This design comes from an exercise in tuning for small area on the open sky130 flow, not from production work. Function was checked by simulation only, so behaviour that the tests miss may differ from the original. Power is estimated from default activity; no workload was simulated.

## run A
// twms
module twms (
  input  logic        clk,
  input  logic        rst,           
  input  logic        cmd_valid,
  input  logic [1:0]  cmd_port,      
  input  logic [31:0] cmd_word,
  output logic        rsp_valid,
  output logic        rsp_ok,
  output logic [31:0] rsp_data,
  output logic [1:0]  bo0_cnt,       
  output logic [10:0] bo0_act0,
  output logic [10:0] bo0_act1,
  output logic [1:0]  bo1_cnt,       
  output logic [10:0] bo1_act0,
  output logic [10:0] bo1_act1,
  output logic        sleep_valid,   
  output logic [2:0]  sleep_level,
  output logic        pwr_asleep,    
  output logic [2:0]  pwr_level,
  output logic        halt,          
  output logic [2:0]  fcode,
  output logic [7:0]  finfo
);
For scale: roughly 1,200 cells after synthesis, ~11,000 um2 of cells after synthesis.
export LEC_CHECK = 0
export ABC_AREA = 1
export CAP_MARGIN = 20
export CORE_MARGIN = 2
export CORE_UTILIZATION = 45
export PLACE_DENSITY = 0.65
export SLEW_MARGIN = 20
create_clock -name core_clock -period 10.0 [get_ports {clk}]
standard.sh (not shown) runs the stock make flow with config.mk's settings and CLKGATE_MAP_FILE= SYNTH_SCRIPT=/design/flow/synth_recipe.tcl, a recipe that flattens the netlist after the stock synthesis.
==> flow/flow/run.sh <==
#!/bin/bash
# The standard layout (standard.sh) with three changes: the port buffers
# are the smallest buffer (buf_1); before the placement repair, gates with
# slack are sized down (flow/downsize.tcl); and the clock tree uses clkbuf_8
# buffers with clusters of at most 14 sinks and no dummy loads.
set -euo pipefail
here=$(pwd)
bash standard.sh \
  "BUFFER_PORTS_ARGS=-buffer_cell sky130_fd_sc_hd__buf_1" \
  "PRE_RESIZE_TCL=$here/flow/downsize.tcl" \
  "CTS_ARGS=-sink_clustering_enable -repair_clock_nets -dont_use_dummy_load -buf_list sky130_fd_sc_hd__clkbuf_8 -root_buf sky130_fd_sc_hd__clkbuf_8 -sink_clustering_size 14 -sink_clustering_max_diameter 60" \
  finish > standard.log 2>&1
==> flow/flow/downsize.tcl <==
# Before the placement repair: shrink gates that synthesis sized up for speed
# the design does not need; repair_design then fixes any slew or load limit.
set_dont_use $::env(DONT_USE_CELLS)
estimate_parasitics -placement
repair_timing -recover_power 100 -verbose
### run A -> run B
- CORE_UTILIZATION now 65, was 45
- PLACE_DENSITY now 0.8, was 0.65
==> flow/flow/run.sh <==
#!/bin/bash
# The standard layout (standard.sh) with two changes: the port buffers are
# the smallest buffer (buf_1), and the clock tree uses clkbuf_8 buffers with
# clusters of at most 14 sinks and no dummy loads.
set -euo pipefail
bash standard.sh \
  "BUFFER_PORTS_ARGS=-buffer_cell sky130_fd_sc_hd__buf_1" \
  "CTS_ARGS=-sink_clustering_enable -repair_clock_nets -dont_use_dummy_load -buf_list sky130_fd_sc_hd__clkbuf_8 -root_buf sky130_fd_sc_hd__clkbuf_8 -sink_clustering_size 17 -sink_clustering_max_diameter 50" \
  finish > standard.log 2>&1
removed: flow/flow/downsize.tcl
--- outcome ---
- Compared with run A, in run B multi-input gate share of the layout cell area moved up, post-route clock period utilization went down.
- Re largest fanout on the critical path: run B and run A aren't equal, and the lower value belongs to run A.
Here is what was changed in the inputs of run C compared with run B.
- a change of CAP_MARGIN from 20 to 5
- a change of PLACE_DENSITY from 0.8 to 0.65
- a change of SLEW_MARGIN from 20 to 5
- a change of CORE_UTILIZATION from 65 to 45
==> flow/flow/run.sh <==
#!/bin/bash
# The standard layout (standard.sh) with three changes: the port buffers
# are the smallest buffer (buf_1); before the placement repair, gates with
# slack are sized down (flow/downsize.tcl); and the clock tree uses clkbuf_8
# buffers with clusters of at most 16 sinks and no dummy loads.
set -euo pipefail
here=$(pwd)
bash standard.sh \
  "BUFFER_PORTS_ARGS=-buffer_cell sky130_fd_sc_hd__buf_1" \
  "PRE_RESIZE_TCL=$here/flow/downsize.tcl" \
  "CTS_ARGS=-sink_clustering_enable -repair_clock_nets -dont_use_dummy_load -buf_list sky130_fd_sc_hd__clkbuf_8 -root_buf sky130_fd_sc_hd__clkbuf_8 -sink_clustering_size 16 -sink_clustering_max_diameter 80" \
  finish > standard.log 2>&1
==> flow/flow/downsize.tcl (new file) <==
# Before the placement repair: shrink gates that synthesis sized up for speed
# the design does not need; repair_design then fixes any slew or load limit.
set_dont_use $::env(DONT_USE_CELLS)
estimate_parasitics -placement
repair_timing -recover_power 100 -verbose
--- outcome ---
First-pass GRT wire length (higher): run C
[compare] base=run B new=run C: ratio of routed vias to standard cells fell by about 9%; floorplan die width rose by about 20%.
Summary of run C over run B: number of clock-tree buffers in the layout has decreased, final design area excluding fillers +about 0.7%, fraction of power consumed by combinational cells +0.3 points, via count -3.1%, wire length per cell after detailed routing now smaller.
In the final design statistics, run C uses more standard cells in total than run B.
Comparing run B and run C, the higher post-placement cell area is on run C.
End point of the critical path: bo1_act0[7] -> run C, bo0_act0[6] -> run B
For run D, these inputs were changed with respect to run C:
- CAP_MARGIN: 5 -> 20
- SLEW_MARGIN: 5 -> 20
==> results.txt <==
- Run D went all the way through the flow, and no timing, DRC or antenna check failed.
- Arrival time at the worst endpoint, run D and run C, lower one = run D.
- The power density normalized to cell area was comparable across run D and run C.
- Total power essentially unchanged between run D and run C.

* * *

build 19:
twms again, from the RTL that the note above started with.
Settings: LEC_CHECK=0, ABC_AREA=1, CAP_MARGIN=20, CORE_MARGIN=2, CORE_UTILIZATION=45, PLACE_DENSITY=0.65, SLEW_MARGIN=20; clock period 10.0 ns.
==> flow/flow/run.sh <==
#!/bin/bash
# The standard layout (standard.sh) with three changes: the port buffers
# are the smallest buffer (buf_1); before the placement repair, gates with
# slack are sized down (flow/downsize.tcl); and the clock tree uses clkbuf_8
# buffers with clusters of at most 18 sinks and no dummy loads.
set -euo pipefail
here=$(pwd)
bash standard.sh \
  "BUFFER_PORTS_ARGS=-buffer_cell sky130_fd_sc_hd__buf_1" \
  "PRE_RESIZE_TCL=$here/flow/downsize.tcl" \
  "CTS_ARGS=-sink_clustering_enable -repair_clock_nets -dont_use_dummy_load -buf_list sky130_fd_sc_hd__clkbuf_8 -root_buf sky130_fd_sc_hd__clkbuf_8 -sink_clustering_size 18 -sink_clustering_max_diameter 90" \
  finish > standard.log 2>&1
==> flow/flow/downsize.tcl <==
# Before the placement repair: shrink gates that synthesis sized up for speed
# the design does not need; repair_design then fixes any slew or load limit.
set_dont_use $::env(DONT_USE_CELLS)
estimate_parasitics -placement
repair_timing -recover_power 100 -verbose
Input-level comparison between build 33 and build 19:
==> flow/flow/run.sh <==
#!/bin/bash
# The standard layout (standard.sh) with two changes: the port buffers are
# the smallest buffer (buf_1), and the clock tree uses clkbuf_8 buffers with
# clusters of at most 14 sinks and no dummy loads.
set -euo pipefail
bash standard.sh \
  "BUFFER_PORTS_ARGS=-buffer_cell sky130_fd_sc_hd__buf_1" \
  "CTS_ARGS=-sink_clustering_enable -repair_clock_nets -dont_use_dummy_load -buf_list sky130_fd_sc_hd__clkbuf_8 -root_buf sky130_fd_sc_hd__clkbuf_8 -sink_clustering_size 18 -sink_clustering_max_diameter 90" \
  finish > standard.log 2>&1
removed: flow/flow/downsize.tcl
[summary]
Build 33 completed; timing, DRC and antenna clean. Comparing build 19 and build 33, the higher time the worst path needs with I/O delays and setup is on build 19. Going from build 19 to build 33, final non-filler cell area climbed about 0.3%, number of cells on the worst reg-to-reg path now sits at about the same level, maximum vdd ir drop saw a decrease. Status: global-route wire length before repair parity (build 33, build 19). Looking at total power of the final layout across build 19 and build 33, the one that comes out higher is build 33.
Modified inputs, build 23 compared to build 33
--- a/flow/flow/run.sh
+++ b/flow/flow/run.sh
@@ -7,3 +7,3 @@
   "BUFFER_PORTS_ARGS=-buffer_cell sky130_fd_sc_hd__buf_1" \
-  "CTS_ARGS=-sink_clustering_enable -repair_clock_nets -dont_use_dummy_load -buf_list sky130_fd_sc_hd__clkbuf_8 -root_buf sky130_fd_sc_hd__clkbuf_8 -sink_clustering_size 18 -sink_clustering_max_diameter 90" \
+  "CTS_ARGS=-sink_clustering_enable -repair_clock_nets -dont_use_dummy_load -buf_list sky130_fd_sc_hd__clkbuf_16 -root_buf sky130_fd_sc_hd__clkbuf_8 -sink_clustering_size 26 -sink_clustering_max_diameter 70" \
   finish > standard.log 2>&1
## What came out
Net switching power up about 1.6% in build 23 wrt build 33
Looking at build 23 and build 33, the wire length after detailed routing is a wash.
Taking build 33 as the reference point, the final hold slack of build 23 falls by 0.040 ns.
In the final reports, the cell area of build 23 is larger than that of build 33.
Taking build 33 over build 23, the total power ratio works out to 0.945.
Number of H-tree levels: build 33 vs build 23 identical
What build 5 does differently from build 23 at the input level:
# build 23
export LEC_CHECK = 0
export ABC_AREA = 1
export CAP_MARGIN = 20
export CORE_MARGIN = 2
export CORE_UTILIZATION = 45
export PLACE_DENSITY = 0.65
export SLEW_MARGIN = 20
create_clock -name core_clock -period 10.0 [get_ports {clk}]
# build 5
export LEC_CHECK = 0
export ABC_AREA = 1
export CAP_MARGIN = 20
export CORE_MARGIN = 2
export CORE_UTILIZATION = 55
export PLACE_DENSITY = 0.65
export SLEW_MARGIN = 20
create_clock -name core_clock -period 10.0 [get_ports {clk}]
==> flow/flow/run.sh <==
#!/bin/bash
# The standard layout (standard.sh) with three changes: the port buffers
# are the smallest buffer (buf_1); before the placement repair, gates with
# slack are sized down (flow/downsize.tcl); and the clock tree uses clkbuf_8
# buffers with clusters of at most 18 sinks and no dummy loads.
set -euo pipefail
here=$(pwd)
bash standard.sh \
  "BUFFER_PORTS_ARGS=-buffer_cell sky130_fd_sc_hd__buf_1" \
  "PRE_RESIZE_TCL=$here/flow/downsize.tcl" \
  "CTS_ARGS=-sink_clustering_enable -repair_clock_nets -dont_use_dummy_load -buf_list sky130_fd_sc_hd__clkbuf_8 -root_buf sky130_fd_sc_hd__clkbuf_8 -sink_clustering_size 18 -sink_clustering_max_diameter 90" \
  finish > standard.log 2>&1
==> flow/flow/downsize.tcl (new file) <==
# Before the placement repair: shrink gates that synthesis sized up for speed
# the design does not need; repair_design then fixes any slew or load limit.
set_dont_use $::env(DONT_USE_CELLS)
estimate_parasitics -placement
repair_timing -recover_power 100 -verbose
Findings:
Build 5 went all the way through synthesis, placement and routing and the layout is clean on timing, DRC and antenna.
Comparing build 5 against build 23, there is no change at all in number of clock buffers inserted by TritonCTS.
Changes observed in build 5 relative to build 23: HPWL reported at the end of detailed placement has decreased, power per cell area went down.
Via count ends up lower on build 23.
Pin count of the biggest net entering global routing in build 5 is 9 lower than in build 23
Total power draw: build 5 vs build 23 down about 6%
Total wire length: higher on build 23

* * *

Another version of the RTL of twms (not shown whole).
Size in the first run: about 1200 cells after synthesis, ~210 flip-flops, about 11000 um^2 of cells after synthesis.
Settings: LEC_CHECK=0, ABC_AREA=1, CAP_MARGIN=20, CORE_MARGIN=2, CORE_UTILIZATION=40, PLACE_DENSITY=0.6, SLEW_MARGIN=20; clock period 10.0 ns.
==> flow/flow/run.sh <==
#!/bin/bash
# The standard layout (standard.sh) with two changes: the port buffers are
# the smallest buffer (buf_1), and the clock tree uses clkbuf_8 buffers with
# clusters of at most 14 sinks and no dummy loads.
set -euo pipefail
bash standard.sh \
  "BUFFER_PORTS_ARGS=-buffer_cell sky130_fd_sc_hd__buf_1" \
  "CTS_ARGS=-sink_clustering_enable -repair_clock_nets -dont_use_dummy_load -buf_list sky130_fd_sc_hd__clkbuf_2 -root_buf sky130_fd_sc_hd__clkbuf_8 -sink_clustering_size 6 -sink_clustering_max_diameter 25" \
  finish > standard.log 2>&1
Then changed:
==> flow/flow/run.sh (replaced) <==
#!/bin/bash
# The standard layout (standard.sh) with two changes: the port buffers are
# the smallest buffer (buf_1), and the clock tree uses clkbuf_8 buffers with
# clusters of at most 14 sinks and no dummy loads.
set -euo pipefail
bash standard.sh \
  "BUFFER_PORTS_ARGS=-buffer_cell sky130_fd_sc_hd__buf_1" \
  "CTS_ARGS=-sink_clustering_enable -repair_clock_nets -dont_use_dummy_load -buf_list sky130_fd_sc_hd__clkbuf_8 -root_buf sky130_fd_sc_hd__clkbuf_8 -sink_clustering_size 14 -sink_clustering_max_diameter 60" \
  finish > standard.log 2>&1
Combinational power barely changes.
Via count goes down by 1.9%.
Maximum frequency goes down by 0.56%.
Total power shrinks by 4.6%.
Setup slack degrades by 0.031 ns.
Utilization is lower by 0.45 points.
Synthesized area is unchanged.
Sequential share of layout area goes up by 0.52 points.

* * *

RTL: one of the versions met above, not the one the previous note started from.
Size in the first run: roughly 1200 cells after synthesis, roughly 140 I/O pins.
clock: 10.0 ns
lec_check: 0
abc_area: 1
cap_margin: 20
core_margin: 2
core_utilization: 45
place_density: 0.65
slew_margin: 20
==> flow/flow/run.sh <==
#!/bin/bash
# The standard layout (standard.sh) with two changes: the port buffers are
# the smallest buffer (buf_1), and the clock tree uses clkbuf_8 buffers with
# clusters of at most 14 sinks and no dummy loads.
set -euo pipefail
bash standard.sh \
  "BUFFER_PORTS_ARGS=-buffer_cell sky130_fd_sc_hd__buf_1" \
  "CTS_ARGS=-sink_clustering_enable -repair_clock_nets -dont_use_dummy_load -buf_list sky130_fd_sc_hd__clkbuf_8 -root_buf sky130_fd_sc_hd__clkbuf_8 -sink_clustering_size 17 -sink_clustering_max_diameter 50" \
  finish > standard.log 2>&1
The baseline passed the timing, DRC and antenna checks.
Then changed:
==> flow/flow/run.sh (replaced) <==
#!/bin/bash
# The standard layout (standard.sh) with two changes: the port buffers are
# the smallest buffer (buf_1), and the clock tree uses clkbuf_8 buffers with
# clusters of at most 14 sinks and no dummy loads.
set -euo pipefail
bash standard.sh \
  "BUFFER_PORTS_ARGS=-buffer_cell sky130_fd_sc_hd__buf_1" \
  "CTS_ARGS=-sink_clustering_enable -repair_clock_nets -dont_use_dummy_load -buf_list sky130_fd_sc_hd__clkbuf_8 -root_buf sky130_fd_sc_hd__clkbuf_8 -sink_clustering_size 20 -sink_clustering_max_diameter 100" \
  finish > standard.log 2>&1
--- a/flow/config.mk
+++ b/flow/config.mk
@@ -9,5 +9,5 @@
 export CAP_MARGIN = 20
 export CORE_MARGIN = 2
-export CORE_UTILIZATION = 45
-export PLACE_DENSITY = 0.65
+export CORE_UTILIZATION = 65
+export PLACE_DENSITY = 0.8
 export SLEW_MARGIN = 20
Clock-buffer cell count fell by 8.
Final cell count fell by 7.0%.
Die area fell by 30%.
Power fell by 5.0%.
Worst hold slack gets worse by 0.0096 ns.
Flip-flop and latch count is unchanged.
Utilization rose by 22 points.
Fmax rose by 5.4%.
Synthesized cell count is unchanged.
Register-to-register slack gets better by 0.31 ns.
Wire length fell by 4.0%.
Then changed:
==> flow/flow/run.sh (replaced) <==
#!/bin/bash
# The standard layout (standard.sh) with three changes: the port buffers
# are the smallest buffer (buf_1); before the placement repair, gates with
# slack are sized down (flow/downsize.tcl); and the clock tree uses clkbuf_8
# buffers with clusters of at most 18 sinks and no dummy loads.
set -euo pipefail
here=$(pwd)
bash standard.sh \
  "BUFFER_PORTS_ARGS=-buffer_cell sky130_fd_sc_hd__buf_1" \
  "PRE_RESIZE_TCL=$here/flow/downsize.tcl" \
  "CTS_ARGS=-sink_clustering_enable -repair_clock_nets -dont_use_dummy_load -buf_list sky130_fd_sc_hd__clkbuf_8 -root_buf sky130_fd_sc_hd__clkbuf_8 -sink_clustering_size 18 -sink_clustering_max_diameter 90" \
  finish > standard.log 2>&1
==> flow/flow/downsize.tcl (new file) <==
# Before the placement repair: shrink gates that synthesis sized up for speed
# the design does not need; repair_design then fixes any slew or load limit.
set_dont_use $::env(DONT_USE_CELLS)
estimate_parasitics -placement
repair_timing -recover_power 100 -verbose
--- a/flow/config.mk
+++ b/flow/config.mk
@@ -9,5 +9,5 @@
 export CAP_MARGIN = 20
 export CORE_MARGIN = 2
-export CORE_UTILIZATION = 65
-export PLACE_DENSITY = 0.8
+export CORE_UTILIZATION = 50
+export PLACE_DENSITY = 0.75
 export SLEW_MARGIN = 20
Result:
- power came out higher slightly
- die area is higher by a quarter to a third
- routed wire length climbs slightly
- area after synthesis is unchanged
Then changed:
==> flow/flow/run.sh (replaced) <==
#!/bin/bash
# The standard layout (standard.sh) with two changes: the port buffers are
# the smallest buffer (buf_1), and the clock tree uses clkbuf_8 buffers with
# clusters of at most 14 sinks and no dummy loads.
set -euo pipefail
bash standard.sh \
  "BUFFER_PORTS_ARGS=-buffer_cell sky130_fd_sc_hd__buf_1" \
  "CTS_ARGS=-sink_clustering_enable -repair_clock_nets -dont_use_dummy_load -buf_list sky130_fd_sc_hd__clkbuf_8 -root_buf sky130_fd_sc_hd__clkbuf_8 -sink_clustering_size 20 -sink_clustering_max_diameter 100" \
  finish > standard.log 2>&1
--- a/flow/config.mk
+++ b/flow/config.mk
@@ -9,5 +9,5 @@
 export CAP_MARGIN = 20
 export CORE_MARGIN = 2
-export CORE_UTILIZATION = 50
-export PLACE_DENSITY = 0.75
+export CORE_UTILIZATION = 45
+export PLACE_DENSITY = 0.65
 export SLEW_MARGIN = 20
removed: flow/flow/downsize.tcl
Effect: Worst setup slack degrades by 0.14 ns. Via count goes down by about 1.1%. Clock-buffer cell count falls by 1. Sequential power stays flat. Cell count came out higher by about 2.7%.
Then changed:
==> flow/flow/run.sh (replaced) <==
#!/bin/bash
# The standard layout (standard.sh) with two changes: the port buffers are
# the smallest buffer (buf_1), and the clock tree uses clkbuf_8 buffers with
# clusters of at most 14 sinks and no dummy loads.
set -euo pipefail
bash standard.sh \
  "BUFFER_PORTS_ARGS=-buffer_cell sky130_fd_sc_hd__buf_1" \
  "CTS_ARGS=-sink_clustering_enable -repair_clock_nets -dont_use_dummy_load -buf_list sky130_fd_sc_hd__clkbuf_8 -root_buf sky130_fd_sc_hd__clkbuf_8 -sink_clustering_size 14 -sink_clustering_max_diameter 60" \
  finish > standard.log 2>&1
--- a/flow/config.mk
+++ b/flow/config.mk
@@ -9,5 +9,5 @@
 export CAP_MARGIN = 20
 export CORE_MARGIN = 2
-export CORE_UTILIZATION = 45
-export PLACE_DENSITY = 0.65
+export CORE_UTILIZATION = 40
+export PLACE_DENSITY = 0.6
 export SLEW_MARGIN = 20
After rerunning: The changed run passed the timing, DRC and antenna checks; area after synthesis stays the same; count of clock-buffer cells in the layout is higher by 7; setup slack gets better by 0.25 ns.

-- port drivers added, routing unchanged --
Ports are ideal in the flow. The routed layouts listed here were re-timed in OpenROAD.
Step 1, drivers: a clkbuf_16 drives clk and a buf_2 each remaining input, both assumed.
Step 2 moves the port delays by t, midway between the first and last clock arrival at a register: inputs arrive t later, outputs are due t later. That takes back most of the time a late clock gives input paths.
Slacks: no drivers / after step 1 / after step 2; pairs: no drivers / after step 1.
run	shift t [ns]	slack for setup (ns)	hold WS [ns]	worst setup path at the end	slew at the worst register clock pin (ns)
run A	0.561	3.613 / 3.569 / 3.921	0.706 / 0.706 / 0.706	input to register	0.10 / 0.10
run B	0.543	4.447 / 4.406 / 3.929	0.747 / 0.747 / 0.747	input to register	0.10 / 0.10
run C	0.536	3.408 / 3.362 / 3.106	0.744 / 0.744 / 0.744	input to register	0.11 / 0.11
run D	0.544	3.618 / 3.575 / 3.929	0.758 / 0.758 / 0.758	input to register	0.11 / 0.11
build 19	0.532	3.631 / 3.590 / 3.982	0.736 / 0.736 / 0.736	input to register	0.12 / 0.12
build 33	0.546	4.164 / 4.123 / 4.318	0.749 / 0.749 / 0.749	input to register	0.12 / 0.12
build 23	0.552	4.125 / 4.081 / 4.293	0.709 / 0.709 / 0.709	input to register	0.10 / 0.10
build 5	0.543	4.470 / 4.479 / 3.936	0.735 / 0.735 / 0.735	input to register	0.12 / 0.12
the first run of note 3	0.558	4.420 / 4.375 / 3.973	0.717 / 0.717 / 0.717	input to register	0.11 / 0.11
the second run of note 3	0.566	4.389 / 4.344 / 4.006	0.733 / 0.733 / 0.733	input to register	0.10 / 0.10
the first run of note 4	0.572	4.158 / 4.113 / 4.279	0.734 / 0.734 / 0.734	input to register	0.10 / 0.10
the second run of note 4	0.525	4.459 / 4.418 / 4.060	0.724 / 0.724 / 0.724	input to register	0.12 / 0.12
the third run of note 4	0.537	4.348 / 4.309 / 3.917	0.719 / 0.719 / 0.719	input to register	0.11 / 0.11
the fourth run of note 4	0.526	4.209 / 4.168 / 4.302	0.736 / 0.736 / 0.736	input to register	0.12 / 0.12
the fifth run of note 4	0.562	4.463 / 4.423 / 4.528	0.723 / 0.723 / 0.723	input to register	0.09 / 0.09
After both steps setup and hold are still met in every run listed. The setup slack of build 5, which loses most, moves by +0.009 ns with the drivers and by -0.534 ns with both steps.
